Context: an optimization exercise on an open-source flow, tuned for small area, a short achievable clock period and few clock cycles. The choices shown serve that exercise and are no tape-out recipe.
RTL that was checked went through simulation tests only; none was proved equivalent to the original.
Only the layout flow was run in runs 3 and 4; the RTL was not checked for function there.
Power figures rest on the tool's default switching activity, not on a simulated workload.

File: design/flow/config.mk
export PLATFORM = sky130hd
export DESIGN_NAME = kmsig_transport
export DESIGN_NICKNAME = kmsig_transport
export VERILOG_FILES = /design/flow/design.v
export SDC_FILE = /design/flow/constraint.sdc
export NUM_CORES = 4
export LEC_CHECK = 0
export ABC_CLOCK_PERIOD_IN_PS = 3000
export CAP_MARGIN = 20
export CORE_MARGIN = 2
export CORE_UTILIZATION = 40
export CTS_BUF_LIST = sky130_fd_sc_hd__clkbuf_8
export CTS_CLUSTER_DIAMETER = 50
export CTS_CLUSTER_SIZE = 20
export PLACE_DENSITY = 0.6
export SETUP_SLACK_MARGIN = 2.5
export SLEW_MARGIN = 20
File: design/flow/constraint.sdc
create_clock -name core_clock -period 6.0 [get_ports {clk}]
set_input_delay 1.2000 -clock core_clock [delete_from_list [all_inputs] [get_ports {clk}]]
set_output_delay 1.2000 -clock core_clock [all_outputs]
set_load 0.01 [all_outputs]
File: design/flow/design.v
module kmsig_transport (
    input              clk,
    input              rst,
    input              ev_valid,
    output             ev_ready,
    input      [2:0]   ev_type,
    input      [7:0]   ev_data,
    output reg         ans_valid,
    output reg [1:0]   ans_code,
    output reg [7:0]   ans_byte,
    input              init,
    input      [6:0]   init_addr,
    input              dis,
    input              ui_we,
    input      [1:0]   ui_wave,
    input      [63:0]  ui_freq,
    input      [1:0]   chg_clr,
    output             idle,
    output     [1:0]   wave,
    output     [63:0]  freq,
    output     [135:0] str0,
    output     [135:0] str1,
    output     [1:0]   chg
);
    localparam EV_ADDRW  = 3'd0;
    localparam EV_ADDRR  = 3'd1;
    localparam EV_RXBYTE = 3'd2;
    localparam EV_TXBYTE = 3'd3;
    localparam EV_TERM   = 3'd4;
    localparam EV_BUSERR = 3'd5;
    localparam ANS_NONE = 2'd0;
    localparam ANS_ACK  = 2'd1;
    localparam ANS_NACK = 2'd2;
    localparam ANS_OUT  = 2'd3;
    localparam BS_IDLE = 2'd0;
    localparam BS_RX   = 2'd1;
    localparam BS_TX   = 2'd2;
    localparam [33:0] FMAX  = 34'd12500000000;
    localparam [27:0] RMAX  = 28'd134408602;       
    reg        armed;
    reg [6:0]  slave_addr;
    reg [1:0]  bus_state;
    reg [7:0]  rxbuf [0:7];
    reg [3:0]  rxlen;
    reg [7:0]  txbuf [0:3];
    reg        tx4;           
    reg [2:0]  txidx;
    reg [30:0] resp;          
    reg        resp_valid;    
    reg        pend1;         
    reg        busy;          
    reg [2:0]  div_cnt;
    reg        div_cy;        
    reg [2:0]  div_sel;       
    reg        div_c;         
    reg [6:0]  div_rem;
    reg [3:0]  div_a;         
    reg [6:0]  div_b;         
    reg [6:0]  div_b35;       
    reg [27:0] fr;            
    reg [3:0]  m_cnt;         
    reg [6:0]  m_carry;
    reg [1:0]  wave_r;
    reg [63:0] freq_r;
    reg [6:0]  s0 [0:14];     
    reg [6:0]  s1 [0:14];
    reg [1:0]  chg_r;
    wire in_rx   = (bus_state == BS_RX);
    wire in_tx   = (bus_state == BS_TX);
    wire [1:0] rx_words = (rxlen[1:0] == 2'd0) ? rxlen[3:2] : 2'd0;
    wire rx_has_words = in_rx && (rx_words != 2'd0);
    assign ev_ready = !(busy && rx_has_words);
    wire accept  = ev_valid && ev_ready;
    wire is_addr = (ev_type == EV_ADDRW) || (ev_type == EV_ADDRR);
    wire ends_rx = (ev_type == EV_TERM) || is_addr;
    wire deliver = accept && ends_rx && rx_has_words;
    wire addr_match = armed && (ev_data[6:0] == slave_addr);
    wire [31:0] word0 = {rxbuf[0], rxbuf[1], rxbuf[2], rxbuf[3]};
    wire [31:0] word1 = {rxbuf[4], rxbuf[5], rxbuf[6], rxbuf[7]};
    wire        exec  = deliver || pend1;
    wire [31:0] w     = pend1 ? word1 : word0;
    wire [2:0]  tag   = w[31:29];
    wire        x_wave = exec && (tag == 3'd0);
    wire        x_freq = exec && (tag == 3'd1);
    wire        x_qry  = exec && (tag == 3'd5);
    wire        x_str  = exec && (tag == 3'd7) && (w[23:21] <= 3'd4);
    wire        sel    = w[25];
    wire [2:0]  slot   = w[23:21];
    function [1:0] enc_wave(input [1:0] idx);
        case (idx)
            2'd0:    enc_wave = 2'b10;    
            2'd1:    enc_wave = 2'b11;    
            2'd2:    enc_wave = 2'b01;    
            default: enc_wave = 2'b00;    
        endcase
    endfunction
    wire [27:0] fr_cmd = (w[28:0] > {1'b0, RMAX}) ? RMAX : w[27:0];
    wire        f_sat = (|freq_r[63:34]) || (freq_r[33:0] > FMAX);
    wire [9:0]  n_x = ({10{div_sel[2]}} & freq_r[29:20]) |
                      ({10{div_sel[1]}} & freq_r[19:10]) |
                      ({10{div_sel[0]}} & freq_r[9:0]);     
    wire [4:0]  n_h = n_x[9:5];
    wire [4:0]  n_l = n_x[4:0];
    localparam [31:0] TQ0 = 32'h38e38e38;
    localparam [31:0] TQ1 = 32'hc0fc0fc0;
    localparam [31:0] TQ2 = 32'hfff000;
    localparam [31:0] TQ3 = 32'hff000000;
    localparam [31:0] TT0 = 32'h38e38e38;
    localparam [31:0] TT1 = 32'hf81f81f8;
    localparam [31:0] TT2 = 32'hc0e3f1c0;
    localparam [31:0] TT3 = 32'hff03fe00;
    localparam [31:0] TT4 = 32'hfffc0000;
    localparam [31:0] TT5 = 32'h92492492;
    localparam [31:0] TT6 = 32'h24924924;
    localparam [31:0] TA0 = 32'hc71c71c7;
    localparam [31:0] TA1 = 32'h3f03f03f;
    localparam [31:0] TA2 = 32'h381c7e38;
    localparam [31:0] TA3 = 32'h3fe07fc0;
    localparam [31:0] TA4 = 32'h3fff8000;
    localparam [31:0] TA5 = 32'hadb6db6d;
    localparam [31:0] TA6 = 32'hf6db6db6;
    localparam [31:0] TB0 = 32'h30820820;
    localparam [31:0] TB1 = 32'h4804804;
    localparam [31:0] TB2 = 32'h84020904;
    localparam [31:0] TB3 = 32'h4900920;
    localparam [31:0] TB4 = 32'h4924000;
    localparam [31:0] TB5 = 32'h20000000;
    localparam [31:0] TB6 = 32'h0;
    wire [3:0]  n_q   = {TQ3[n_h], TQ2[n_h], TQ1[n_h], TQ0[n_h]};        
    wire [6:0]  n_t   = {TT6[n_h], TT5[n_h], TT4[n_h], TT3[n_h], TT2[n_h], TT1[n_h], TT0[n_h]};        
    wire [6:0]  n_t35 = {TA6[n_h], TA5[n_h], TA4[n_h], TA3[n_h], TA2[n_h], TA1[n_h], TA0[n_h]};        
    wire [6:0]  n_t58 = {TB6[n_h], TB5[n_h], TB4[n_h], TB3[n_h], TB2[n_h], TB1[n_h], TB0[n_h]};        
    wire [6:0]  n_s   = n_t + {2'd0, n_l};
    wire [7:0]  n_s35 = {1'b0, n_t35} + {3'd0, n_l};
    wire [6:0]  n_s58 = n_t58 + {2'd0, n_l};
    wire        n_c   = n_s35[7];               
    wire [3:0]  n_a   = n_q + {3'd0, n_c};      
    wire [6:0]  n_b   = n_c ? n_s35[6:0] : n_s;  
    wire [6:0]  n_b35 = n_c ? n_s58 : n_s35[6:0];  
    wire        d_last = (div_cnt == 3'd3);
    wire        d_fix  = (div_cnt == 3'd4);
    wire [7:0]  d_s0 = {1'b0, div_rem} + {1'b0, div_b};
    wire [7:0]  d_s1 = {1'b0, div_rem} + {1'b0, div_b35};
    wire        d_c  = d_s1[7];
    wire [6:0]  d_rem = d_c ? d_s1[6:0] : d_s0[6:0];
    wire        d_c1 = d_s0 >= 8'd47;
    wire        d_c2 = d_s0 >= 8'd140;
    localparam [127:0] RT0 = 128'h000000000aaaaaaaaaaaaaaaaaaaaaaa;
    localparam [127:0] RT1 = 128'h00000000066666666666666666666666;
    localparam [127:0] RT2 = 128'h0000000014b4b4b4b4b4b4b4b4b4b4b4;
    localparam [127:0] RT3 = 128'h000000000d926d926d926d926d926d92;
    localparam [127:0] RT4 = 128'h0000000016db4924b6db4924b6db4924;
    localparam [127:0] RT5 = 128'h0000000018e38e38c71c71c738e38e38;
    localparam [127:0] RT6 = 128'h000000001f03f03f07e07e07c0fc0fc0;
    localparam [127:0] RT7 = 128'h000000001ffc003ff8007ff800fff000;
    localparam [127:0] RT8 = 128'h000000001fffffc000007fffff000000;
    localparam [127:0] RT9 = 128'h000000001fffffffffff800000000000;
    wire [9:0]  d_r11 = {RT9[div_rem], RT8[div_rem], RT7[div_rem], RT6[div_rem], RT5[div_rem], RT4[div_rem], RT3[div_rem], RT2[div_rem], RT1[div_rem], RT0[div_rem]};
    wire [9:0]  d_p   = d_r11 + {6'd0, div_a};
    wire [9:0]  fr_lo = fr[9:0] + {9'd0, div_c};
    wire [27:0] fr_fx = fr + {26'd0, div_cy, div_c & !div_cy};
    wire [3:0]  m_dig = freq_r[3:0];
    localparam [15:0] MT0 = 16'haaaa;
    localparam [15:0] MT1 = 16'hcccc;
    localparam [15:0] MT2 = 16'h5a5a;
    localparam [15:0] MT3 = 16'h39c6;
    localparam [15:0] MT4 = 16'hf83e;
    localparam [15:0] MT5 = 16'had54;
    localparam [15:0] MT6 = 16'h9b32;
    localparam [15:0] MT7 = 16'h2da4;
    localparam [15:0] MT8 = 16'hce38;
    localparam [15:0] MT9 = 16'h0fc0;
    localparam [15:0] MT10 = 16'hf000;
    wire [10:0] m_tab = {MT10[m_dig], MT9[m_dig], MT8[m_dig], MT7[m_dig], MT6[m_dig], MT5[m_dig], MT4[m_dig], MT3[m_dig], MT2[m_dig], MT1[m_dig], MT0[m_dig]};
    wire [10:0] m_sum = m_tab + {4'd0, m_carry};
    always @(posedge clk) begin
        if (rst) begin
            armed      <= 1'b0;
            bus_state  <= BS_IDLE;
            resp_valid <= 1'b0;
            ans_valid  <= 1'b0;
            pend1      <= 1'b0;
            busy       <= 1'b1;       
            div_cnt    <= 3'd0;
            m_cnt      <= 4'd0;
        end else begin
            ans_valid <= accept;
            pend1     <= deliver && (rx_words == 2'd2);
            if (accept) begin
                case (ev_type)
                    EV_ADDRW, EV_ADDRR:
                        bus_state <= !addr_match ? BS_IDLE :
                                     (ev_type == EV_ADDRW) ? BS_RX : BS_TX;
                    EV_TERM, EV_BUSERR:
                        bus_state <= BS_IDLE;
                    default: ;
                endcase
            end
            if (dis)
                armed <= 1'b0;
            if (init) begin
                armed      <= 1'b1;
                bus_state  <= BS_IDLE;
                resp_valid <= 1'b0;
            end
            if (x_qry)
                resp_valid <= 1'b1;
            if (ui_we) begin
                busy    <= 1'b1;
                div_cnt <= 3'd0;
            end else if (busy) begin
                busy    <= !d_fix;
                div_cnt <= div_cnt + 3'd1;
            end
            if (x_freq)
                m_cnt <= 4'd9;
            else if (m_cnt != 4'd0)
                m_cnt <= m_cnt - 4'd1;
        end
    end
    always @(posedge clk) begin
        if (init)
            slave_addr <= init_addr;
        if (accept) begin
            ans_code <= ANS_NONE;
            case (ev_type)
                EV_ADDRW, EV_ADDRR:
                    ans_code <= addr_match ? ANS_ACK : ANS_NACK;
                EV_RXBYTE:
                    if (in_rx)
                        ans_code <= rxlen[3] ? ANS_NACK : ANS_ACK;
                EV_TXBYTE:
                    if (in_tx)
                        ans_code <= ANS_OUT;
                default: ;
            endcase
        end
        if (accept && ev_type == EV_ADDRW)
            rxlen <= 4'd0;
        if (accept && ev_type == EV_RXBYTE && in_rx && !rxlen[3]) begin
            rxbuf[rxlen[2:0]] <= ev_data;
            rxlen <= rxlen + 4'd1;
        end
        if (accept && ev_type == EV_ADDRR && addr_match) begin
            txbuf[0] <= resp_valid ? resp[7:0] : 8'h00;
            txbuf[1] <= resp[15:8];
            txbuf[2] <= resp[23:16];
            txbuf[3] <= {1'b0, resp[30:24]};
            tx4      <= resp_valid;
            txidx    <= 3'd0;
        end
        if (accept && ev_type == EV_TXBYTE && in_tx) begin
            if (txidx == 3'd0 || (tx4 && !txidx[2])) begin
                ans_byte <= txbuf[txidx[1:0]];
                txidx    <= txidx + 3'd1;
            end else begin
                ans_byte <= 8'hFF;
            end
        end
        if (x_qry)
            resp <= {enc_wave(wave_r), 1'b0, fr};
        if (rst || ui_we)
            div_sel <= 3'b100;
        else if (busy)
            div_sel <= {1'b0, div_sel[2:1]};
        if (busy) begin
            div_a   <= n_a;
            div_b   <= n_b;
            div_rem <= (div_cnt == 3'd0) ? {3'd0, freq_r[33:30]} : d_rem;
            div_b35 <= n_b35;
            div_c   <= d_last ? d_c1 : (d_c && (div_cnt != 3'd0));
            div_cy  <= d_c2;
            if (d_fix)
                fr  <= f_sat ? RMAX : fr_fx;
            else if (div_cnt != 3'd0)
                fr  <= {fr[17:10], fr_lo, d_p};
        end
        if (x_freq)
            fr <= fr_cmd;
        if (x_freq)
            m_carry <= 7'd0;
        else
            m_carry <= m_sum[10:4];
    end
    always @(posedge clk) begin
        if (rst) begin
            wave_r <= 2'd3;
            freq_r <= 64'd0;
            chg_r  <= 2'b00;
        end else begin
            if (x_wave)
                wave_r <= {w[5] | w[2], w[4] | w[1]};
            if (x_freq)
                freq_r <= {35'd0, w[28:0]};
            else if (m_cnt != 4'd0)
                freq_r[35:0] <= {m_sum[3:0], freq_r[35:4]};
            if (ui_we) begin
                wave_r <= ui_wave;
                freq_r <= ui_freq;
            end
            chg_r <= (chg_r | ({1'b0, x_str} << sel)) & ~chg_clr;
        end
    end
    genvar g;
    generate
        for (g = 0; g < 15; g = g + 1) begin : g_str
            localparam [2:0] SL = g / 3;
            localparam       FI = g % 3;
            wire [6:0] fld = (FI == 0) ? w[20:14] : (FI == 1) ? w[13:7] : w[6:0];
            wire hit  = x_str && (slot == SL);
            wire hitz = x_str && (FI == 0) && (g > 0) && (slot == SL - 3'd1);
            always @(posedge clk) begin
                if (rst) begin
                    s0[g] <= 7'd0;
                    s1[g] <= 7'd0;
                end else begin
                    if ((hit || hitz) && !sel) s0[g] <= hit ? fld : 7'd0;
                    if ((hit || hitz) &&  sel) s1[g] <= hit ? fld : 7'd0;
                end
            end
            assign str0[8*g +: 8] = {1'b0, s0[g]};
            assign str1[8*g +: 8] = {1'b0, s1[g]};
        end
    endgenerate
    assign str0[135:120] = 16'd0;
    assign str1[135:120] = 16'd0;
    assign idle = !pend1 && !busy && (m_cnt == 4'd0);
    assign wave = wave_r;
    assign freq = freq_r;
    assign chg  = chg_r;
endmodule
File: design/flow/flow/run.sh
#!/bin/bash
# The standard layout, with the ports buffered by the smallest buffer cell.
set -euo pipefail
bash standard.sh "BUFFER_PORTS_ARGS=-buffer_cell sky130_fd_sc_hd__buf_1" finish > standard_flow.log 2>&1
File: design/flow/standard.sh
#!/bin/bash
# synth_recipe.tcl (not shown) runs the flow's synth.tcl, then flattens the netlist and writes it again
# the make line also repeats each setting of config.mk as NAME=value (left out here)
make -C /OpenROAD-flow-scripts/flow DESIGN_CONFIG=/design/flow/config.mk WORK_HOME=/design/flow/orfs CLKGATE_MAP_FILE= SYNTH_SCRIPT=/design/flow/synth_recipe.tcl "${@:-finish}"
==> metrics.md, run 1 <==
| Metric | Value |
|---|---|
| FF+latch area | around 12000 um^2 |
| HPWL Detailed | ~55000 um |
| Syn Area/Cell | slightly below 10 um^2 |
| Core area | between 60000 and 70000 um^2 |
| Crit-path max FO | 7 |
| Peak supply drop | between 0.00015 and 0.0002 V |
| Gpl congestion | 0.868 |
| Netlist cell types | 88 |
| Total GRT Usage | 23.8% |
| Ports | 445 |
| Max Buffers Root-to-Sink | 3 |
| Synth Area in Simple Gates | 15.2% |
| Async S/R FF share, synth | 0% |
| DIE HEIGHT | between 200 and 300 um |
| Post-synthesis adder-cell area fraction | 4.86% |
| Vias per inst | around 5.7 |
| Die X-Extent | approximately 250 um |
| Final period util | about three fifths |
| Max-cap violations | 0 |
| Layout cells sized above 1 | a little under an eighth |
| Synthesized cell area | about 24000 um^2 |
| Worst r2r dst | div_b35[6] |
| Final ANT Viol Nets | 0 |
| Relative slew slack | about 22% |
| Drt initial violations | ~2400 |
| Fin area | between 20000 and 30000 um^2 |
| Area Growth Syn to Fin | 16.4% |
| CP endpoint kind | register |
| Most used DFF post-synth | dfxtp_1 |
| WL met1 | 34200 um |
| Register area share after synthesis | 49.8% |
| Setup crit start kind | register |
| Uppermost layer routed | met5 |
| Pwr per Cell Area | between 300 and 400 nW/um^2 |
| DRC | 0 |
| Vias in the first global route | around 19000 |
| Cts hold-fix bufs | 0 |
| Largest net degree at the start of global routing | 217 |
| Yosys warns | 4 |
| Overall power | 10000 uW |
| Status | no timing/DRC/antenna violations |
| Largest family of logic cells by synthesized area | compound AO/OA/AOI/OAI gates |
| Synthesized flop and latch total | roughly 510 |
| Setup Viol. Count Final | 0 |
| Initial antenna violation count | 4 |
| Met3 WL | 6080 um |
| Post-synth EDFFs | about 200 |
| Reg2reg start | div_sel[0] |
| Met2 WL post-DR | 35800 um |
| Crit path from | div_sel[0] |
| HP Start | resp[8] |
| Initial core utilization | between 40% and 50% |
| Worst Path Required | ~6.4 ns |
| Maximum operating frequency | about 290 MHz |
| CP arrival | 3.93 ns |
| Xor and xnor area share after synthesis | under 10% |
| Post-DP Area | about 26000 um^2 |
| Final nets | 3006 |
| Complex-gate fraction of the synthesized area | 17.1% |
| Tightest Hold Check Type | register to register |
| Total wire length | between 70000 and 80000 um |
| Tmin final | approximately 3.5 ns |
| Setup Skew | about 0.058 ns |
| Worst hold slack | 0.379 ns |
| Worst Max-Slew Pin Slew | 1.17 ns |
| DP Cell Count | around 3500 |
| Mux cell area share after synthesis | under 10% |
| Port Buf Inserts | about 380 |
| Sink Count | just over 500 |
| Row count | 90 |
| Mapped Cells | 2464 |
| Non-filler cells, final | ~3700 |
| CP Class | register to register |
| WL/cell | approximately 22 um |
| Worst reg-to-reg path cell count | 17 |
| First-pass GRT wire length | approximately 120000 um |
| Slew Limit Fails | 0 |
| Vias | slightly above 20000 |
| RSZ-0062 raised after global routing | yes |
| Multi-input gate area | roughly 11000 um^2 |
| H-tree depth | 2 |
| Die Area | about 63000 um^2 |
| Worst reg2reg setup slack | approximately 2.5 ns |
| Num CTS Buffers | 54 |
| Worst-skew pair later-pin latency | approximately 0.72 ns |
| Total negative slack | 0 ns |
| Clock root buffer | clkbuf_8 |
| CTS tree | done |
| Worst Setup EP | div_b35[6] |
| Clock Pin Slew Worst Setup and Hold Paths | about 0.11 ns |
| Gr ovfl total | 0 |
| Final hold vios | 0 |
| P_leak | approximately 0.010 uW |
| Fillers | 5756 |
| Drt pass-1 iters | 6 |
## metrics by stage
stage,worst slack (ns),utilization (%)
final,2.51,47.1
after CTS,2.40,46.5
after floorplan,2.16,-
after global routing,2.31,47.1
after detailed placement,1.61,43.8
after global placement,1.81,43.8
## per-layer routing
metal,vias up,GRT usage (%)
li1,9564,-
met1,10100,32.9
met2,872,37.2
met3,169,4.86
met4,6,8.43
met5,-,0
## placed cells by master, fill, tap and decap left out, drive strengths merged, types with 34 or more instances in the layout
cell,n
and3,37
nor3,56
ha,81
a211oi,195
buf,468
inv,99
xnor2,50
o21ai,57
nor2,389
a21oi,114
a22oi,34
mux2i,68
nand2,147
dfxtp,305
edfxtp,201
clkbuf,61
conb,62
## how the worst min path moves through the flow
stage / endpoint / slack, ns / depth (start not counted)
after global placement: txbuf[1][4] / 0.40 / 0
final: txbuf[1][0] / 0.38 / 0
after floorplan: txbuf[1][0] / 0.40 / 0
after global routing: txbuf[1][0] / 0.42 / 0
after detailed placement: txbuf[1][1] / 0.40 / 0
after CTS: txbuf[1][0] / 0.39 / 0
## cells by family (layout without fill, tap and decap cells)
| kind of cell | Yosys count | in the layout |
|---|---|---|
| fa+ha+maj | 90 | 90 |
| flops | 506 | 506 |
| simple gates | 800 | 802 |
| buf+inv | 307 | 651 |
| mux | 92 | 92 |
| other cells | 1 | 63 |
| xor+xnor | 82 | 82 |
| compound gates | 586 | 586 |
## repair_timing
action / 4_1_cts / 5_1_grt
pin swaps: 10 / 20
cloned: 3 / 2
gates resized for setup: 28 / 45
buffers inserted: 20 / 23
endpoints found under the setup margin: 98 / 75
## Yosys cell counts, drive strengths merged, types with 8 or more instances
cell,number,area share [%]
a211oi,195,6.0
a21o,13,0.40
a21oi,114,2.3
a221oi,8,0.36
a222oi,16,0.66
a22oi,34,1.0
a31oi,13,0.33
and2,21,0.54
and3,37,0.95
buf,107,2.9
clkbuf,126,1.9
dfxtp,305,25
edfxtp,201,25
fa,8,0.66
ha,81,4.2
inv,74,1.1
mux2,23,1.1
mux2i,68,2.8
nand2,147,2.3
nand2b,15,0.39
nand3,26,0.53
nand4,20,0.51
nor2,387,6.0
nor2b,19,0.49
nor3,56,1.2
nor3b,10,0.35
nor4,20,0.70
o21a,8,0.25
o21ai,57,1.2
o21bai,8,0.26
o22ai,17,0.44
o311ai,30,1.1
or2,8,0.21
or3,9,0.23
xnor2,50,1.8
xor2,32,1.2
## report_power, final
group | total [uW] | internal, uW | switching (uW) | leakage, uW
Clock | 2720 | 1180 | 1540 | 0.000690
Sequential | 4270 | 3890 | 385 | 0.00437
Combinational | 3020 | 1290 | 1730 | 0.00506
## final cells by class
class                   count  area share [%]
diodes                      1         0.00883
clock buffers              56            2.72
clock inverters            46            2.06
inverters                  74           0.980
multi-input cells        1714            40.0
flip-flops and latches    506            42.9
well taps                 782            3.45
repair buffers            475            7.83
## registers in the layout, summed over array words and instances (netlist names), 2 cells and up
name,count
div_cnt,3
m_cnt,4
rxbuf,64
resp,30
bus_state,2
rxlen,4
slave_addr,7
ans_byte,8
txbuf,30
chg_r,2
ans_code,2
txidx,3
s1,105
div_b35,7
div_a,4
wave_r,2
fr,28
s0,105
div_rem,7
div_sel,3
div_b,7
m_carry,7
freq_r,64
## critical path, cell delays in order, from the launching register on
cell and delay, ns:
dfxtp_4 0.38, a222oi_1 0.41, buf_4 0.23, buf_6 0.13, xor2_4 0.16, a21oi_2 0.04, a21oi_1 0.13, o21ai_1 0.08
nor2_1 0.17, ha_2 0.22, inv_2 0.05, fa_2 0.40, inv_2 0.06, a21oi_2 0.04, o21bai_1 0.20, a21oi_2 0.11
a211o_1 0.26, a21o_1 0.17
Testbench counts, summed over its fixed seeds: cycles 13,673.
==> run 2, diff against run 1 <==
--- a/design/flow/config.mk
+++ b/design/flow/config.mk
@@ -9,9 +9,8 @@
 export CAP_MARGIN = 20
 export CORE_MARGIN = 2
 export CORE_UTILIZATION = 40
-export CTS_BUF_LIST = sky130_fd_sc_hd__clkbuf_8
-export CTS_CLUSTER_DIAMETER = 50
-export CTS_CLUSTER_SIZE = 20
+export CTS_CLUSTER_DIAMETER = 80
+export CTS_CLUSTER_SIZE = 25
 export PLACE_DENSITY = 0.6
 export SETUP_SLACK_MARGIN = 2.5
 export SLEW_MARGIN = 20
==> run 2 against run 1 <==
  * Still clean
  * Synthesized cell count stayed put
  * Worst hold slack better by 0.037 ns
  * Count of clock-buffer cells in the layout is 19 lower
  * Flip-flop and latch count stayed put
  * Die area stayed put
  * Core utilization is 0.42 points lower
  * Register-to-register slack worse by 0.02 ns
==> metrics.md, run 2 <==
| Metric | Value |
|---|---|
| Setup crit start kind | register |
| DIE HEIGHT | around 250 um |
| Sink Count | 506 |
| Most common library cells after synthesis | nor2_1 (387), dfxtp_1 (305), edfxtp_1 (201) |
| Drt initial violations | around 2300 |
| Die X-Extent | 251 um |
| Pwr per Cell Area | approximately 340 nW/um^2 |
| Layout cells sized above 1 | between 10% and 20% |
| Multi-input gate area | between 10000 and 15000 um^2 |
| Largest cells by area after synthesis | dfxtp_1 (25%), edfxtp_1 (25%), a211oi_1 (6.0%) |
| Worst Max-Slew Pin Slew | around 1.2 ns |
| WL/cell | 21.7 um |
| Synthesized flop and latch total | between 500 and 600 |
| Fin area | approximately 28000 um^2 |
| First-pass GRT wire length | 115000 um |
| Most common cell in the netlist | nor2_1 |
| Port Buf Inserts | 382 |
| Die Area | around 63000 um^2 |
| Biggest regs | s0: 105 flops, s1: 105 flops |
| Post-DP Area | 26400 um^2 |
| Synth top area share | between 20% and 30% |
| Worst-skew pair later-pin latency | around 0.63 ns |
| Final period util | roughly three fifths |
| Biggest area consumer among synthesized cells | dfxtp_1 |
| Final hold vios | 0 |
| Gr ovfl total | 0 |
| Post-synth EDFFs | 201 |
| Slew Limit Fails | 0 |
| P_leak | ~0.01 uW |
| Drt pass-1 iters | 7 |
| Core area | between 60000 and 70000 um^2 |
| Netlist cell types | 88 |
| CP arrival | 3.89 ns |
| Vias in the first global route | 18400 |
| Final worst slack | 2.49 ns |
| HPWL Detailed | roughly 55000 um |
| Num CTS Buffers | 29 |
| Maximum operating frequency | between 200 and 300 MHz |
| CP Class | register to register |
| Register area share after synthesis | between 40% and 50% |
| Peak supply drop | 0.000214 V |
| Final nets | 2988 |
| Clock root buffer | clkbuf_16 |
| Crit-path max FO | 8 |
| Max-cap violations | 0 |
| Async S/R FF share, synth | 0% |
| Area Growth Syn to Fin | 15.3% |
| Largest net degree at the start of global routing | approximately 220 |
| Syn Area/Cell | 9.89 um^2 |
| Synthesized cell area | 24400 um^2 |
| RSZ-0062 raised after global routing | yes |
| Mapped Cells | between 2000 and 2500 |
| Final ANT Viol Nets | 0 |
| ANT cells | 0 |
| Setup Skew | approximately 0.04 ns |
| Tmin final | between 3 and 4 ns |
| Max Buffers Root-to-Sink | 3 |
| Relative slew slack | a little over a fifth |
| Total GRT Usage | a little under a quarter |
| Leading cell types in the layout, fill and taps excluded | buf_1 (380), nor2_1 (377), dfxtp_1 (293), edfxtp_1 (201), a211oi_1 (194) |
| Ports | 445 |
| Worst Path Required | 6.38 ns |
| Initial antenna violation count | 4 |
| Pre-CTS WS | about 1.6 ns |
| Setup Viol. Count Final | 0 |
| Commonest non-fill, non-tap cell in the layout | buf_1 |
| Total negative slack | 0 ns |
| Row count | 90 |
| Vias per inst | 5.67 |
| DRC | 0 |
| Gpl congestion | roughly 0.87 |
| Total wire length | between 70000 and 80000 um |
| Vias | approximately 20000 |
| H-tree depth | 1 |
| Status | no timing/DRC/antenna violations |
| Initial core utilization | between 40% and 50% |
| Fillers | roughly 5700 |
| CP endpoint kind | register |
| Tightest Hold Check Type | register to register |
| Most used DFF post-synth | dfxtp_1 |
| Yosys warns | 4 |
| CTS tree | done |
| FF+latch area | ~12000 um^2 |
| Clock Pin Slew Worst Setup and Hold Paths | 0.10 ns |
-- run 2: per-layer routing --
layer	track usage, %	part of all wire [%]	vias up
li1	-	-	9509
met1	33.3	44	9988
met2	37.8	46	870
met3	3.35	7.4	102
met4	5.61	2.4	2
met5	0	0.017	-
-- run 2: kinds of logic (layout without fill, tap and decap cells) --
logic type               Yosys count  after routing  share of synthesized area [%]
adder cells (fa/ha/maj)           90             90                           4.86
AO/OA/AOI/OAI                    586            586                           17.1
flip-flops                       506            506                           49.8
multiplexers                      92             92                           4.03
AND/OR/NAND/NOR                  800            802                           15.2
XOR/XNOR                          82             82                           3.01
buffers and inverters            307            607                           5.95
other                              1             62                         0.0154
-- run 2: what timing repair did --
action,4_1_cts,5_1_grt
pin swaps,10,29
setup endpoints to repair,99,88
hold buffers,0,0
gates cloned,3,0
gates resized for setup,33,56
setup buffers,22,30
endpoints found under the hold margin,0,0
-- run 2: worst max-delay path, cell delays in order, from the launching register on --
cell and delay, ns:
dfxtp_4 0.38, a222oi_1 0.41, buf_4 0.23, buf_6 0.12, xor2_4 0.16, buf_4 0.14, buf_6 0.09, a21oi_2 0.03
a211oi_2 0.25, o21ai_2 0.13, ha_2 0.21, inv_2 0.06, fa_2 0.22, inv_2 0.04, a21oi_2 0.11, o21ai_1 0.09
and2_1 0.17, o21ai_1 0.16, xnor2_1 0.15, o21ai_2 0.08
-- run 2: cell type report --
cell class / instances / share of cell area [%]
clock inverters: 14 / 0.766
repair buffers: 482 / 8.11
multi-input cells: 1714 / 40.6
flip-flops and latches: 506 / 43.3
well taps: 782 / 3.48
clock buffers: 37 / 2.77
inverters: 74 / 0.989
-- run 2: power breakdown --
group / switching [uW] / leakage, uW / total [uW] / internal (uW)
sequential: 367 / 0.00437 / 4250 / 3880
combinational: 1770 / 0.00511 / 3110 / 1340
clock: 1260 / 0.000476 / 2280 / 1020
total: 3390 / 0.00995 / 9640 / 6250
-- run 2: per-stage QoR --
stage               hold slack (ns)  util, %  total power, uW  std cells
global placement              0.402     43.8             7070       3503
global route                  0.423     46.6            10100       3609
detailed placement            0.405     43.8             7130       3503
finish                        0.416     46.6             9640       3609
floorplan                     0.400        -             6340       2525
CTS                           0.417     45.9             9470       3579
-- run 2: final timing paths --
path / from / end / slack, ns / cells past startpoint
worst max register to register: div_sel[0] / div_b[6] / 2.49 / 19
worst max-delay path: div_sel[0] / div_b[6] / 2.49 / 19
worst min-delay path: resp[27] / txbuf[3][3] / 0.42 / 0
worst min register to register: resp[27] / txbuf[3][3] / 0.42 / 0
==> run 3, diff against run 2 <==
--- a/design/flow/design.v
+++ b/design/flow/design.v
@@ -7,7 +7,7 @@
     input      [7:0]   ev_data,
     output reg         ans_valid,
     output reg [1:0]   ans_code,
-    output reg [7:0]   ans_byte,
+    output     [7:0]   ans_byte,
     input              init,
     input      [6:0]   init_addr,
     input              dis,
@@ -44,7 +44,8 @@
     reg [3:0]  rxlen;
     reg [7:0]  txbuf [0:3];
     reg        tx4;           
-    reg [2:0]  txidx;
+    reg [2:0]  txidx;         
+    reg        tx_ff;         
     reg [30:0] resp;          
     reg        resp_valid;    
     reg        pend1;         
@@ -250,12 +251,9 @@
             txidx    <= 3'd0;
         end
         if (accept && ev_type == EV_TXBYTE && in_tx) begin
-            if (txidx == 3'd0 || (tx4 && !txidx[2])) begin
-                ans_byte <= txbuf[txidx[1:0]];
-                txidx    <= txidx + 3'd1;
-            end else begin
-                ans_byte <= 8'hFF;
-            end
+            tx_ff <= !(txidx == 3'd0 || (tx4 && !txidx[2]));
+            if (txidx == 3'd0 || (tx4 && !txidx[2]))
+                txidx <= txidx + 3'd1;
         end
         if (x_qry)
             resp <= {enc_wave(wave_r), 1'b0, fr};
@@ -309,14 +307,10 @@
             wire [6:0] fld = (FI == 0) ? w[20:14] : (FI == 1) ? w[13:7] : w[6:0];
             wire hit  = x_str && (slot == SL);
             wire hitz = x_str && (FI == 0) && (g > 0) && (slot == SL - 3'd1);
+            wire [6:0] dat = (hit && !rst) ? fld : 7'd0;
             always @(posedge clk) begin
-                if (rst) begin
-                    s0[g] <= 7'd0;
-                    s1[g] <= 7'd0;
-                end else begin
-                    if ((hit || hitz) && !sel) s0[g] <= hit ? fld : 7'd0;
-                    if ((hit || hitz) &&  sel) s1[g] <= hit ? fld : 7'd0;
-                end
+                if (rst || ((hit || hitz) && !sel)) s0[g] <= dat;
+                if (rst || ((hit || hitz) &&  sel)) s1[g] <= dat;
             end
             assign str0[8*g +: 8] = {1'b0, s0[g]};
             assign str1[8*g +: 8] = {1'b0, s1[g]};
@@ -324,6 +318,8 @@
     endgenerate
     assign str0[135:120] = 16'd0;
     assign str1[135:120] = 16'd0;
+    wire [1:0] tx_prev = txidx[1:0] - 2'd1;
+    assign ans_byte = tx_ff ? 8'hFF : txbuf[tx_prev];
     assign idle = !pend1 && !busy && (m_cnt == 4'd0);
     assign wave = wave_r;
     assign freq = freq_r;
==> run 3 against run 2 <==
  * Flip-flop and latch count shrank 7
  * Clock power up 3%
  * Synthesized cell count decreased by 15%
  * Area after synthesis is 2.4% lower
  * Cell count is 8.1% lower
  * Power is 6.5% higher
  * Clock skew grew 0.0089 ns
  * Via count shrank 9.7%
  * Combinational power increased by about 10%
==> metrics.md, run 3 <==
| Metric | Value |
|---|---|
| Status | no timing/DRC/antenna violations |
| Clock Pin Slew Worst Setup and Hold Paths | 0.10 ns |
| Fin util | between 40 and 50% |
| Vias | approximately 18000 |
| CTS tree | done |
| Drt initial violations | between 2000 and 2500 |
| Worst Setup EP | div_b[6] |
| Crit-path max FO | 5 |
| Worst Max-Slew Pin Slew | about 1.2 ns |
| Clock root buffer | clkbuf_16 |
| Layout cells sized above 1 | between 10% and 20% |
| Worst-skew pair later-pin latency | 0.62 ns |
| Max-cap violations | 0 |
| Mapped Cells | between 2000 and 2500 |
| Logic pwr share | approximately a third |
| Biggest area consumer among synthesized cells | edfxtp_1 |
| Num CTS Buffers | 30 |
| Initial antenna violation count | 9 |
| Most used DFF post-synth | edfxtp_1 |
| Maximum operating frequency | 276 MHz |
| Most common cell in the netlist | edfxtp_1 |
| Total GRT Usage | a little under a quarter |
| Int Power | about 6700 uW |
| Cts hold-fix bufs | 0 |
| Uppermost layer routed | met5 |
| Sw Share | 35.1% |
| RSZ-0062 raised after global routing | yes |
| Tightest Hold Check Type | register to register |
| Pwr per Cell Area | about 370 nW/um^2 |
| CP Class | register to register |
| DRC | 0 |
| Syn Area/Cell | 11.4 um^2 |
| Slew Limit Fails | 0 |
| Ports | around 450 |
| Vias per inst | about 5.6 |
| Initial core utilization | 40.4% |
| Yosys warns | 4 |
| Commonest non-fill, non-tap cell in the layout | edfxtp_1 |
| P_leak | about 0.010 uW |
| CP arrival | ~4 ns |
| Die Area | between 60000 and 70000 um^2 |
| Row count | 89 |
| Vias in the first global route | 17000 |
| Post-synth EDFFs | 404 |
| Met2 WL post-DR | approximately 35000 um |
| Setup Viol. Count Final | 0 |
| Worst Path Required | between 6 and 7 ns |
| CP endpoint kind | register |
| Relative slew slack | approximately 16% |
| Net switching power figure | 3600 uW |
| Sink Count | roughly 500 |
| Final period util | roughly three fifths |
| Peak supply drop | 0.000266 V |
| WL/cell | around 23 um |
| DIE HEIGHT | roughly 250 um |
| Die X-Extent | 248 um |
| Crit path from | freq_r[9] |
| Clock network power share | approximately 23% |
| Setup crit start kind | register |
| Largest net degree at the start of global routing | between 100 and 150 |
| Total negative slack | 0 ns |
| Max Buffers Root-to-Sink | 3 |
| Share of power burned in registers | around 44% |
| Gr ovfl total | 0 |
| Async S/R FF share, synth | 0% |
| Non-filler cells, final | ~3300 |
| H-tree depth | 1 |
| Netlist cell types | between 70 and 80 |
| Final ANT Viol Nets | 0 |
| Final hold vios | 0 |
| Register area share after synthesis | approximately 60% |
| Worst reg-to-reg path cell count | 16 |
| Total wire length | roughly 75000 um |
| Biggest regs | s0: 105 flops, s1: 105 flops |
| Core area | about 59000 um^2 |
| Drt pass-1 iters | 7 |
| Synth top area share | between 50% and 60% |
| Gpl congestion | ~0.9 |
| Worst reg2reg setup slack | around 2.4 ns |
| Largest cells by area after synthesis | edfxtp_1 (51%), dfxtp_1 (8.0%), ha_1 (4.2%) |
| HPWL Detailed | 53200 um |
| Most common library cells after synthesis | edfxtp_1 (404), nor2_1 (257), a21oi_1 (147) |
| DP Cell Count | around 3200 |
| Worst r2r dst | div_b[6] |
| Leading cell types in the layout, fill and taps excluded | edfxtp_1 (404), buf_1 (378), nor2_1 (248), a21oi_1 (140), nand2_1 (132) |
| Area Growth Syn to Fin | 17.7% |
| Port Buf Inserts | around 380 |
| First-pass GRT wire length | 107000 um |
| Reg2reg start | freq_r[9] |
| Setup Skew | about 0.048 ns |
| Final nets | around 2700 |
| Synthesized cell area | 23800 um^2 |
| Tmin final | between 3 and 4 ns |
| Met3 WL | ~7000 um |
| Synthesized flop and latch total | between 400 and 500 |
| WL met1 | just over 30000 um |
==> run 3: cells by family (layout without fill, tap and decap cells) <==
| group | count (synthesis) | in the layout | share of synthesized area, % |
|---|---|---|---|
| DFF | 499 | 499 | 59.0 |
| AOI/OAI and AO/OA | 407 | 407 | 11.2 |
| other | 1 | 64 | 0.0158 |
| adders and majority gates | 88 | 88 | 4.88 |
| xor gates and xnor gates | 85 | 85 | 3.13 |
| muxes | 53 | 53 | 2.27 |
| buffers and inverters | 236 | 631 | 5.06 |
| and+or+nand+nor | 714 | 715 | 14.5 |
==> run 3: final cells by class <==
| cell class | count | area (um^2) |
|---|---|---|
| Tap cell | 773 | 967 |
| Timing Repair Buffer | 516 | 2500 |
| Clock inverter | 14 | 239 |
| Sequential cell | 499 | 14100 |
| Multi-Input combinational cell | 1410 | 9150 |
| Antenna cell | 2 | 5.00 |
| Inverter | 60 | 229 |
| Fill cell | 5380 | 30900 |
| Clock buffer | 41 | 823 |
==> run 3: worst max-delay path, stage by stage, from the launching register on <==
cell	delay, ns
dfxtp_4	0.39
a222oi_1	0.45
buf_4	0.25
buf_4	0.13
xnor2_1	0.24
a211oi_1	0.13
a211oi_2	0.33
ha_2	0.25
inv_1	0.05
fa_2	0.35
inv_1	0.06
a21oi_1	0.05
nor2_1	0.16
o21a_1	0.21
o21ai_2	0.08
xor2_1	0.14
mux2i_1	0.09
==> run 3: through the flow <==
stage / hold slack, ns / total power [uW] / setup WS (ns) / instance area (um^2)
finish: 0.428 / 10300 / 2.38 / 28000
global route: 0.433 / 10800 / 2.31 / 28000
CTS: 0.431 / 10000 / 2.41 / 27400
detailed placement: 0.406 / 7540 / 1.73 / 25800
global placement: 0.404 / 7460 / 1.86 / 25800
floorplan: 0.400 / 6740 / 2.17 / 24100
==> run 3: layer usage <==
| layer | global-route usage, % | vias up |
|---|---|---|
| met1 | 30.7 | 9036 |
| met5 | 0 | - |
| met2 | 37.9 | 895 |
| li1 | - | 8389 |
| met4 | 6.87 | 14 |
| met3 | 5.69 | 147 |
==> run 3: repair_timing <==
item                                    in CTS  in global routing
gates resized for setup                     46                 66
pin swaps                                   18                 35
buffers inserted                            40                 53
endpoints found under the setup margin     213                197
gates cloned                                 4                  0
==> run 3: how the worst min path moves through the flow <==
stage                  start           to  slack [ns]  cells after the start
floorplan            resp[8]  txbuf[1][0]        0.40                      0
CTS                 resp[30]  txbuf[3][6]        0.43                      0
detailed placement  resp[29]  txbuf[3][5]        0.41                      0
global route         resp[9]  txbuf[1][1]        0.43                      0
global placement    resp[16]  txbuf[2][0]        0.40                      0
finish               resp[9]  txbuf[1][1]        0.43                      0
==> run 3: power by group through the flow <==
stage               logic (uW)  clock network, uW  registers (uW)
global placement          2850                  0            4620
global route              3780               2530            4520
detailed placement        2910                  0            4630
floorplan                 2310                  0            4430
CTS                       3120               2390            4510
finish                    3420               2350            4500
==> run 4, diff against run 3 <==
==> design/flow/config.mk (replaced) <==
export PLATFORM = sky130hd
export DESIGN_NAME = kmsig_transport
export DESIGN_NICKNAME = kmsig_transport
export VERILOG_FILES = /design/flow/design.v
export SDC_FILE = /design/flow/constraint.sdc
export NUM_CORES = 4
export LEC_CHECK = 0
export ABC_CLOCK_PERIOD_IN_PS = 2500
export CAP_MARGIN = 20
export CORE_MARGIN = 2
export CORE_UTILIZATION = 40
export CTS_CLUSTER_DIAMETER = 80
export CTS_CLUSTER_SIZE = 30
export PLACE_DENSITY = 0.6
export SETUP_SLACK_MARGIN = 3.0
export SLEW_MARGIN = 20
==> run 4 against run 3 <==
  * Largest cell class unchanged
  * Clock skew is 0.012 ns lower
  * Combinational power increased by 12%
  * Via count is 1.3% higher
  * Sequential share of layout area decreased by 1.8 points
  * Global-route usage is 0.30 points higher
  * Area after synthesis unchanged
  * Worst setup slack better by 0.072 ns
  * Critical path depth decreased by 2
  * Cell area grew 3.8%
  * Synthesized cell count is the same
  * Sequential power is essentially flat
  * Register-to-register slack improved by 0.07 ns
==> metrics.md, run 4 <==
| Metric | Value |
|---|---|
| Status | no timing/DRC/antenna violations |
| Post-synth EDFFs | a little over 400 |
| Register area share after synthesis | between 50 and 60% |
| Tightest Hold Check Type | register to register |
| Most common library cells after synthesis | edfxtp_1 (404), nor2_1 (257), a21oi_1 (147) |
| Worst-skew pair later-pin latency | about 0.6 ns |
| Crit path from | div_sel[0] |
| Post-synthesis adder-cell area fraction | between 4 and 5% |
| Layout cells sized above 1 | 16.8% |
| Netlist cell types | 78 |
| Initial antenna violation count | 3 |
| Fin util | 49.3% |
| Drt initial violations | 1703 |
| CP endpoint kind | register |
| Largest net degree at the start of global routing | 81 |
| DRC | 0 |
| Mapped Cells | between 2000 and 2500 |
| Final period util | 59.2% |
| Relative slew slack | approximately 20% |
| Multi-input gate area | between 9000 and 10000 um^2 |
| Final ANT Viol Nets | 0 |
| Setup crit start kind | register |
| Synthesized cell area | 23800 um^2 |
| Crit-path max FO | 8 |
| Xor and xnor area share after synthesis | 3.13% |
| Sink Count | between 400 and 500 |
| WL/cell | about 23 um |
| Max-cap violations | 0 |
| Synth top area share | ~51% |
| Synthesized flop and latch total | 499 |
| Setup Viol. Count Final | 0 |
| Commonest non-fill, non-tap cell in the layout | edfxtp_1 |
| Largest family of logic cells by synthesized area | simple AND/OR/NAND/NOR gates |
| Clock Pin Slew Worst Setup and Hold Paths | between 0.1 and 0.15 ns |
| Initial core utilization | about two fifths |
| Num CTS Buffers | 27 |
| Gpl congestion | just under 0.9 |
| Vias | ~19000 |
| Slew Limit Fails | 0 |
| Gr ovfl total | 0 |
| Pwr per Cell Area | about 360 nW/um^2 |
| Core area | between 50000 and 60000 um^2 |
| Most used DFF post-synth | edfxtp_1 |
| Vias in the first global route | 17400 |
| CP Class | register to register |
| Worst Setup EP | div_b35[3] |
| Area Growth Syn to Fin | 22.2% |
| HPWL Detailed | 52600 um |
| Syn Area/Cell | ~11 um^2 |
| FF+latch area | 14100 um^2 |
| Mux cell area share after synthesis | between 2 and 2.5% |
| Ports | 445 |
| Drt pass-1 iters | 8 |
| Reg2reg start | div_sel[0] |
| P_leak | 0.0107 uW |
| Worst reg-to-reg path cell count | 14 |
| Synth Area in Simple Gates | between 10 and 15% |
| Async S/R FF share, synth | 0% |
| Worst reg2reg setup slack | 2.45 ns |
| Die X-Extent | 248 um |
| Row count | between 80 and 90 |
| Setup Skew | ~0.036 ns |
| Worst r2r dst | div_b35[3] |
| First-pass GRT wire length | around 110000 um |
| Vias per inst | between 5 and 6 |
| Leading cell types in the layout, fill and taps excluded | edfxtp_1 (404), buf_1 (371), nor2_1 (238), buf_4 (150), a21oi_1 (133) |
| Port Buf Inserts | about 380 |
| Total negative slack | 0 ns |
| Tmin final | around 3.6 ns |
| Final hold vios | 0 |
| Worst Max-Slew Pin Slew | 1.18 ns |
| Final nets | approximately 2800 |
| Biggest regs | s0: 105 flops, s1: 105 flops |
| Peak supply drop | 0.000275 V |
| Max Buffers Root-to-Sink | 3 |
| Biggest area consumer among synthesized cells | edfxtp_1 |
| Most common cell in the netlist | edfxtp_1 |
| Maximum operating frequency | approximately 280 MHz |
| Overall power | 10600 uW |
| Fillers | roughly 5300 |
| DIE HEIGHT | about 250 um |
| H-tree depth | 1 |
| RSZ-0062 raised after global routing | yes |
| Total wire length | ~77000 um |
| Total GRT Usage | between 20% and 30% |
| CTS tree | done |
| Worst Path Required | around 6.4 ns |
| Die Area | around 61000 um^2 |
| Clock root buffer | clkbuf_16 |
| Largest cells by area after synthesis | edfxtp_1 (51%), dfxtp_1 (8.0%), ha_1 (4.2%) |
| CP arrival | ~4 ns |
| Complex-gate fraction of the synthesized area | 11.2% |
| Yosys warns | 4 |
run 4: cell types whose count changed in the layout (fill, tap and decap cells not counted), moves of 8 or more:
cell	before	now
buf_4	123	150
nor2_4	3	11
buf_6	3	18
dfxtp_1	80	70
o21ai_0	33	25
dfxtp_2	4	13
nand2_1	132	124
nor2_1	248	238
run 4: critical path, cell delays in order, from the launching register on:
cell,delay [ns]
dfxtp_4,0.38
a222oi_1,0.33
buf_4,0.18
buf_4,0.17
buf_4,0.17
mux2_2,0.34
o32ai_1,0.28
ha_1,0.19
inv_1,0.08
o21bai_4,0.16
a21oi_2,0.08
or2_4,0.29
buf_12,0.14
nor2_4,0.15
mux2_2,0.35
run 4: area by class of cell:
type / count / share of cell area (%)
sequential: 499 / 48.5
inverter: 60 / 0.831
antenna: 2 / 0.0172
multi-input combinational: 1415 / 33.3
clock inverter: 18 / 0.943
clock buffer: 31 / 2.38
timing repair buffer: 567 / 10.7
tap: 773 / 3.33
run 4: kinds of logic after synthesis:
family                   count (synthesis)
multiplexers                            53
flip-flops                             499
other                                    1
AO/OA/AOI/OAI                          407
AND/OR/NAND/NOR                        714
adder cells (fa/ha/maj)                 88
buffers and inverters                  236
XOR/XNOR                                85
run 4: repair_timing:
| item | in CTS | in global routing |
|---|---|---|
| resized for setup | 148 | 77 |
| pin swaps | 56 | 59 |
| cloned | 9 | 3 |
| hold endpoints to repair | 0 | 0 |
| buffers inserted | 100 | 48 |
| hold buffers | 0 | 0 |
| endpoints found under the setup margin | 515 | 367 |
run 4: metal layers:
| metal | track usage (%) | vias up | routed length (um) |
|---|---|---|---|
| met4 | 7.33 | 2 | 2370 |
| met2 | 40.1 | 857 | 37800 |
| met1 | 30.5 | 9227 | 30700 |
| met3 | 4.22 | 137 | 5950 |
| met5 | 0 | - | 12 |
| li1 | - | 8501 | - |
run 4: worst min-delay path by stage:
stage	startpoint	endpoint	slack [ns]	depth (start not counted)
after floorplan	resp[8]	txbuf[1][0]	0.40	0
final	resp[10]	txbuf[1][2]	0.41	0
after global placement	resp[26]	txbuf[3][2]	0.40	0
after global routing	resp[10]	txbuf[1][2]	0.43	0
after CTS	resp[12]	txbuf[1][4]	0.42	0
after detailed placement	resp[8]	txbuf[1][0]	0.40	0
run 4: report_power, final:
group	leakage (uW)	switching, uW	internal (uW)
registers	0.00478	373	4110
logic	0.00549	2140	1690
clock network	0.000460	1280	963
total	0.0107	3790	6760
run 4: through the flow:
step | std cells | cell area, um^2 | worst slack, ns | hold WS (ns)
floorplan | 2144 | 24300 | 2.39 | 0.400
global placement | 3153 | 25900 | 1.87 | 0.404
detailed placement | 3154 | 26000 | 1.76 | 0.405
CTS | 3312 | 28300 | 2.58 | 0.418
global route | 3365 | 29100 | 2.35 | 0.430
finish | 3365 | 29100 | 2.45 | 0.413
==> run 5, diff against run 4 <==
--- a/design/flow/design.v
+++ b/design/flow/design.v
@@ -42,6 +42,8 @@
     reg [1:0]  bus_state;
     reg [7:0]  rxbuf [0:7];
     reg [3:0]  rxlen;
+    reg        wr1;           
+    reg        wr2;           
     reg [7:0]  txbuf [0:3];
     reg        tx4;           
     reg [2:0]  txidx;         
@@ -52,7 +54,7 @@
     reg        busy;          
     reg [2:0]  div_cnt;
     reg        div_cy;        
-    reg [2:0]  div_sel;       
+    reg [9:0]  div_x;         
     reg        div_c;         
     reg [6:0]  div_rem;
     reg [3:0]  div_a;         
@@ -68,8 +70,7 @@
     reg [1:0]  chg_r;
     wire in_rx   = (bus_state == BS_RX);
     wire in_tx   = (bus_state == BS_TX);
-    wire [1:0] rx_words = (rxlen[1:0] == 2'd0) ? rxlen[3:2] : 2'd0;
-    wire rx_has_words = in_rx && (rx_words != 2'd0);
+    wire rx_has_words = wr1 || wr2;
     assign ev_ready = !(busy && rx_has_words);
     wire accept  = ev_valid && ev_ready;
     wire is_addr = (ev_type == EV_ADDRW) || (ev_type == EV_ADDRR);
@@ -77,9 +78,8 @@
     wire deliver = accept && ends_rx && rx_has_words;
     wire addr_match = armed && (ev_data[6:0] == slave_addr);
     wire [31:0] word0 = {rxbuf[0], rxbuf[1], rxbuf[2], rxbuf[3]};
-    wire [31:0] word1 = {rxbuf[4], rxbuf[5], rxbuf[6], rxbuf[7]};
     wire        exec  = deliver || pend1;
-    wire [31:0] w     = pend1 ? word1 : word0;
+    wire [31:0] w     = word0;
     wire [2:0]  tag   = w[31:29];
     wire        x_wave = exec && (tag == 3'd0);
     wire        x_freq = exec && (tag == 3'd1);
@@ -97,9 +97,7 @@
     endfunction
     wire [27:0] fr_cmd = (w[28:0] > {1'b0, RMAX}) ? RMAX : w[27:0];
     wire        f_sat = (|freq_r[63:34]) || (freq_r[33:0] > FMAX);
-    wire [9:0]  n_x = ({10{div_sel[2]}} & freq_r[29:20]) |
-                      ({10{div_sel[1]}} & freq_r[19:10]) |
-                      ({10{div_sel[0]}} & freq_r[9:0]);     
+    wire [9:0]  n_x = div_x;
     wire [4:0]  n_h = n_x[9:5];
     wire [4:0]  n_l = n_x[4:0];
     localparam [31:0] TQ0 = 32'h38e38e38;
@@ -181,12 +179,25 @@
             resp_valid <= 1'b0;
             ans_valid  <= 1'b0;
             pend1      <= 1'b0;
+            wr1        <= 1'b0;
+            wr2        <= 1'b0;
             busy       <= 1'b1;       
             div_cnt    <= 3'd0;
             m_cnt      <= 4'd0;
         end else begin
             ans_valid <= accept;
-            pend1     <= deliver && (rx_words == 2'd2);
+            pend1     <= deliver && wr2;
+            if (accept) begin
+                if (ev_type == EV_RXBYTE) begin
+                    if (in_rx && !rxlen[3]) begin
+                        wr1 <= (rxlen == 4'd3);
+                        wr2 <= (rxlen == 4'd7);
+                    end
+                end else if (ends_rx || ev_type == EV_BUSERR) begin
+                    wr1 <= 1'b0;
+                    wr2 <= 1'b0;
+                end
+            end
             if (accept) begin
                 case (ev_type)
                     EV_ADDRW, EV_ADDRR:
@@ -203,6 +214,8 @@
                 armed      <= 1'b1;
                 bus_state  <= BS_IDLE;
                 resp_valid <= 1'b0;
+                wr1        <= 1'b0;
+                wr2        <= 1'b0;
             end
             if (x_qry)
                 resp_valid <= 1'b1;
@@ -242,6 +255,12 @@
             rxbuf[rxlen[2:0]] <= ev_data;
             rxlen <= rxlen + 4'd1;
         end
+        if (deliver && wr2) begin
+            rxbuf[0] <= rxbuf[4];
+            rxbuf[1] <= rxbuf[5];
+            rxbuf[2] <= rxbuf[6];
+            rxbuf[3] <= rxbuf[7];
+        end
         if (accept && ev_type == EV_ADDRR && addr_match) begin
             txbuf[0] <= resp_valid ? resp[7:0] : 8'h00;
             txbuf[1] <= resp[15:8];
@@ -257,10 +276,12 @@
         end
         if (x_qry)
             resp <= {enc_wave(wave_r), 1'b0, fr};
-        if (rst || ui_we)
-            div_sel <= 3'b100;
+        if (rst)
+            div_x <= 10'd0;
+        else if (ui_we)
+            div_x <= ui_freq[29:20];
         else if (busy)
-            div_sel <= {1'b0, div_sel[2:1]};
+            div_x <= (div_cnt == 3'd0) ? freq_r[19:10] : freq_r[9:0];
         if (busy) begin
             div_a   <= n_a;
             div_b   <= n_b;
==> design/flow/config.mk (replaced) <==
export PLATFORM = sky130hd
export DESIGN_NAME = kmsig_transport
export DESIGN_NICKNAME = kmsig_transport
export VERILOG_FILES = /design/flow/design.v
export SDC_FILE = /design/flow/constraint.sdc
export NUM_CORES = 4
export LEC_CHECK = 0
export ABC_CLOCK_PERIOD_IN_PS = 3000
export CAP_MARGIN = 20
export CORE_MARGIN = 2
export CORE_UTILIZATION = 40
export CTS_CLUSTER_DIAMETER = 80
export CTS_CLUSTER_SIZE = 25
export PLACE_DENSITY = 0.6
export SETUP_SLACK_MARGIN = 2.5
export SLEW_MARGIN = 20
==> run 5 against run 4 <==
  * Clock power increased by 12%
  * Via count is 4.8% lower
  * Fmax grew 4.7%
  * Area after synthesis rose by 3.3%
  * Combinational power down about 50%
  * Cell count is 2.6% lower
  * Die area up 3.2%
  * Synthesized cell count rose by 2.2%
  * Count of clock-buffer cells in the layout increased by 9
  * Largest power group unchanged
==> metrics.md, run 5 <==
| Metric | Value |
|---|---|
| Status | no timing/DRC/antenna violations |
| Syn Area/Cell | approximately 12 um^2 |
| Mapped Cells | about 2100 |
| Ports | between 400 and 500 |
| Setup crit start kind | input pin |
| Die X-Extent | around 250 um |
| Final nets | ~2600 |
| Max Buffers Root-to-Sink | 3 |
| Sink Count | 508 |
| Max-cap violations | 0 |
| Biggest area consumer among synthesized cells | edfxtp_1 |
| Pre-CTS WS | 1.69 ns |
| Most common library cells after synthesis | edfxtp_1 (404), nor2_1 (157), nand2_1 (145) |
| Total negative slack | 0 ns |
| Fin area | between 20000 and 30000 um^2 |
| Netlist cell types | 96 |
| Sw Share | a little under a third |
| Core area | between 60000 and 70000 um^2 |
| Worst Max-Slew Pin Slew | about 1 ns |
| Clock network power share | 28.6% |
| Post-DP Area | between 20000 and 30000 um^2 |
| Synth top area share | 49.4% |
| Layout cells sized above 1 | under 10% |
| Register area share after synthesis | between 50% and 60% |
| Crit-path max FO | 30 |
| Vias per inst | 5.44 |
| CP arrival | 3.83 ns |
| RSZ-0062 raised after global routing | yes |
| Net switching power figure | between 2000 and 3000 uW |
| Vias in the first global route | 16800 |
| Pwr per Cell Area | ~310 nW/um^2 |
| Clock root buffer | clkbuf_16 |
| Synthesized cell area | 24600 um^2 |
| Slew Limit Fails | 0 |
| Leading cell types in the layout, fill and taps excluded | edfxtp_1 (404), buf_1 (380), nor2_1 (152), nand2_1 (145), o21ai_0 (119) |
| Worst-skew pair later-pin latency | just under 0.6 ns |
| Port Buf Inserts | between 300 and 400 |
| Async S/R FF share, synth | 0% |
| Peak supply drop | roughly 0.00015 V |
| P_leak | about 0.010 uW |
| Initial core utilization | 40.5% |
| CTS tree | done |
| Worst reg2reg setup slack | 2.64 ns |
| Drt pass-1 iters | 6 |
| Clock Pin Slew Worst Setup and Hold Paths | about 0.080 ns |
| Synthesized flop and latch total | between 500 and 600 |
| Final hold vios | 0 |
| Most used DFF post-synth | edfxtp_1 |
| Final worst slack | between 2 and 3 ns |
| Final period util | a little under three fifths |
| Int Power | around 6000 uW |
| Commonest non-fill, non-tap cell in the layout | edfxtp_1 |
| Worst Path Required | between 6 and 7 ns |
| Maximum operating frequency | ~290 MHz |
| Vias | 17800 |
| HPWL Detailed | 52400 um |
| Share of power burned in registers | ~49% |
| Most common cell in the netlist | edfxtp_1 |
| Die Area | approximately 63000 um^2 |
| Biggest regs | s0: 105 flops, s1: 105 flops |
| Setup Skew | ~0.045 ns |
| DIE HEIGHT | about 250 um |
| Largest net degree at the start of global routing | 87 |
| CP Class | input pin to register |
| DRC | 0 |
| Fin util | roughly 46% |
| Num CTS Buffers | 34 |
| Post-synth EDFFs | 404 |
| Yosys warns | 4 |
| Overall power | approximately 8800 uW |
| Initial antenna violation count | 8 |
| Gr ovfl total | 0 |
| Total GRT Usage | roughly 22% |
| Drt initial violations | 1700 |
| Largest cells by area after synthesis | edfxtp_1 (49%), dfxtp_1 (8.5%), ha_1 (4.1%) |
| H-tree depth | 2 |
| First-pass GRT wire length | ~110000 um |
| Final ANT Viol Nets | 0 |
| WL/cell | 22.3 um |
| CP endpoint kind | register |
| Row count | 90 |
| Setup Viol. Count Final | 0 |
| Area Growth Syn to Fin | 13.6% |
| Logic pwr share | roughly 22% |
| Total wire length | ~73000 um |
| Gpl congestion | ~0.90 |
| Tightest Hold Check Type | register to register |
| Relative slew slack | about a third |
| Tmin final | 3.39 ns |
-- run 5: path summary, 6_finish.rpt --
kind / startpoint / to / cells past startpoint
max: ev_type[0] / freq_r[21] / 8
min: resp[17] / txbuf[2][1] / 0
max reg2reg: div_x[6] / div_a[2] / 16
min reg2reg: resp[17] / txbuf[2][1] / 0
-- run 5: power groups by stage --
stage          clock, uW  combinational (uW)  sequential [uW]
2_1_floorplan          0                1450             4310
3_3_place_gp           0                1790             4410
3_5_place_dp           0                1830             4420
4_1_cts             2560                1880             4320
5_1_grt             2680                2140             4340
6_report            2510                1930             4310
-- run 5: per-stage QoR --
| stage | std cells | hold slack, ns |
|---|---|---|
| final | 3276 | 0.421 |
| after global routing | 3275 | 0.431 |
| after global placement | 3189 | 0.406 |
| after floorplan | 2189 | 0.400 |
| after CTS | 3251 | 0.423 |
| after detailed placement | 3189 | 0.405 |
-- run 5: layer usage --
layer / track usage (%) / routed length, um / part of all wire, % / vias to the layer above
met3: 4.02 / 5350 / 7.3 / 102
li1: - / - / - / 8296
met2: 36.8 / 35700 / 49 / 680
met4: 6.75 / 1980 / 2.7 / 0
met1: 30.1 / 30100 / 41 / 8747
met5: 0 / 0 / 0 / -
-- run 5: repair_timing --
action / 4_1_cts / 5_1_grt
gates cloned: 0 / 2
hold buffers: 0 / 0
pin swaps: 2 / 2
gates resized for setup: 16 / 29
endpoints found under the setup margin: 132 / 92
setup buffers: 3 / 16
-- run 5: layout make-up --
class	instances	area (um^2)
Clock inverter	19	235
Tap cell	782	978
Timing Repair inverter	2	10.0
Fill cell	5680	32700
Sequential cell	508	14200
Timing Repair Buffer	428	1830
Antenna cell	4	10.0
Multi-Input combinational cell	1395	9310
Inverter	98	379
Clock buffer	40	916
-- run 5: kinds of logic after synthesis --
logic type / Yosys count / share of synthesized area, %
other: 1 / 0.0153
AO/OA/AOI/OAI: 428 / 11.2
AND/OR/NAND/NOR: 646 / 13.7
buffers and inverters: 286 / 5.81
adder cells (fa/ha/maj): 88 / 4.73
multiplexers: 88 / 3.79
XOR/XNOR: 83 / 2.96
flip-flops: 508 / 57.9
-- run 5: critical path: stages --
cell       delay (ns)
buf_1            0.32
a2bb2oi_2        0.10
a31oi_2          0.56
nor4b_4          0.10
nor2_2           0.30
and2_2           0.86
mux2i_1          0.30
nor2_1           0.06
Testbench counts of run 5, summed over its fixed seeds: cycles 13,673.

==> what the ideal ports hide <==
Ports are ideal in the flow. The routed layouts listed here were re-timed in OpenROAD. Step 1 sets driving cells, clkbuf_16 on the clock port and buf_2 on the other inputs (assumed; they add their load-dependent delay and slew). Step 2 times the ports against the registers' clock, not the clock port: input delays grow and output delays shrink by t, the midpoint of the rising clock arrivals with the driver on. Slacks: ideal ports / drivers / drivers and shift; pairs: ideal ports / drivers.
| run | shift t [ns] | slack for setup (ns) | worst setup path at the end |
|---|---|---|---|
| run 1 | 0.748 | 2.510 / 2.510 / 1.987 | input to register |
| run 2 | 0.668 | 2.490 / 2.490 / 2.024 | input to register |
| run 3 | 0.658 | 2.376 / 2.376 / 2.108 | input to register |
| run 4 | 0.649 | 2.449 / 2.449 / 2.449 | register to register |
| run 5 | 0.623 | 2.609 / 2.638 / 2.022 | input to register |
After both steps every run listed still meets setup and hold. The setup slack of run 5, which loses most, moves by +0.029 ns with the drivers and by -0.587 ns with both steps.
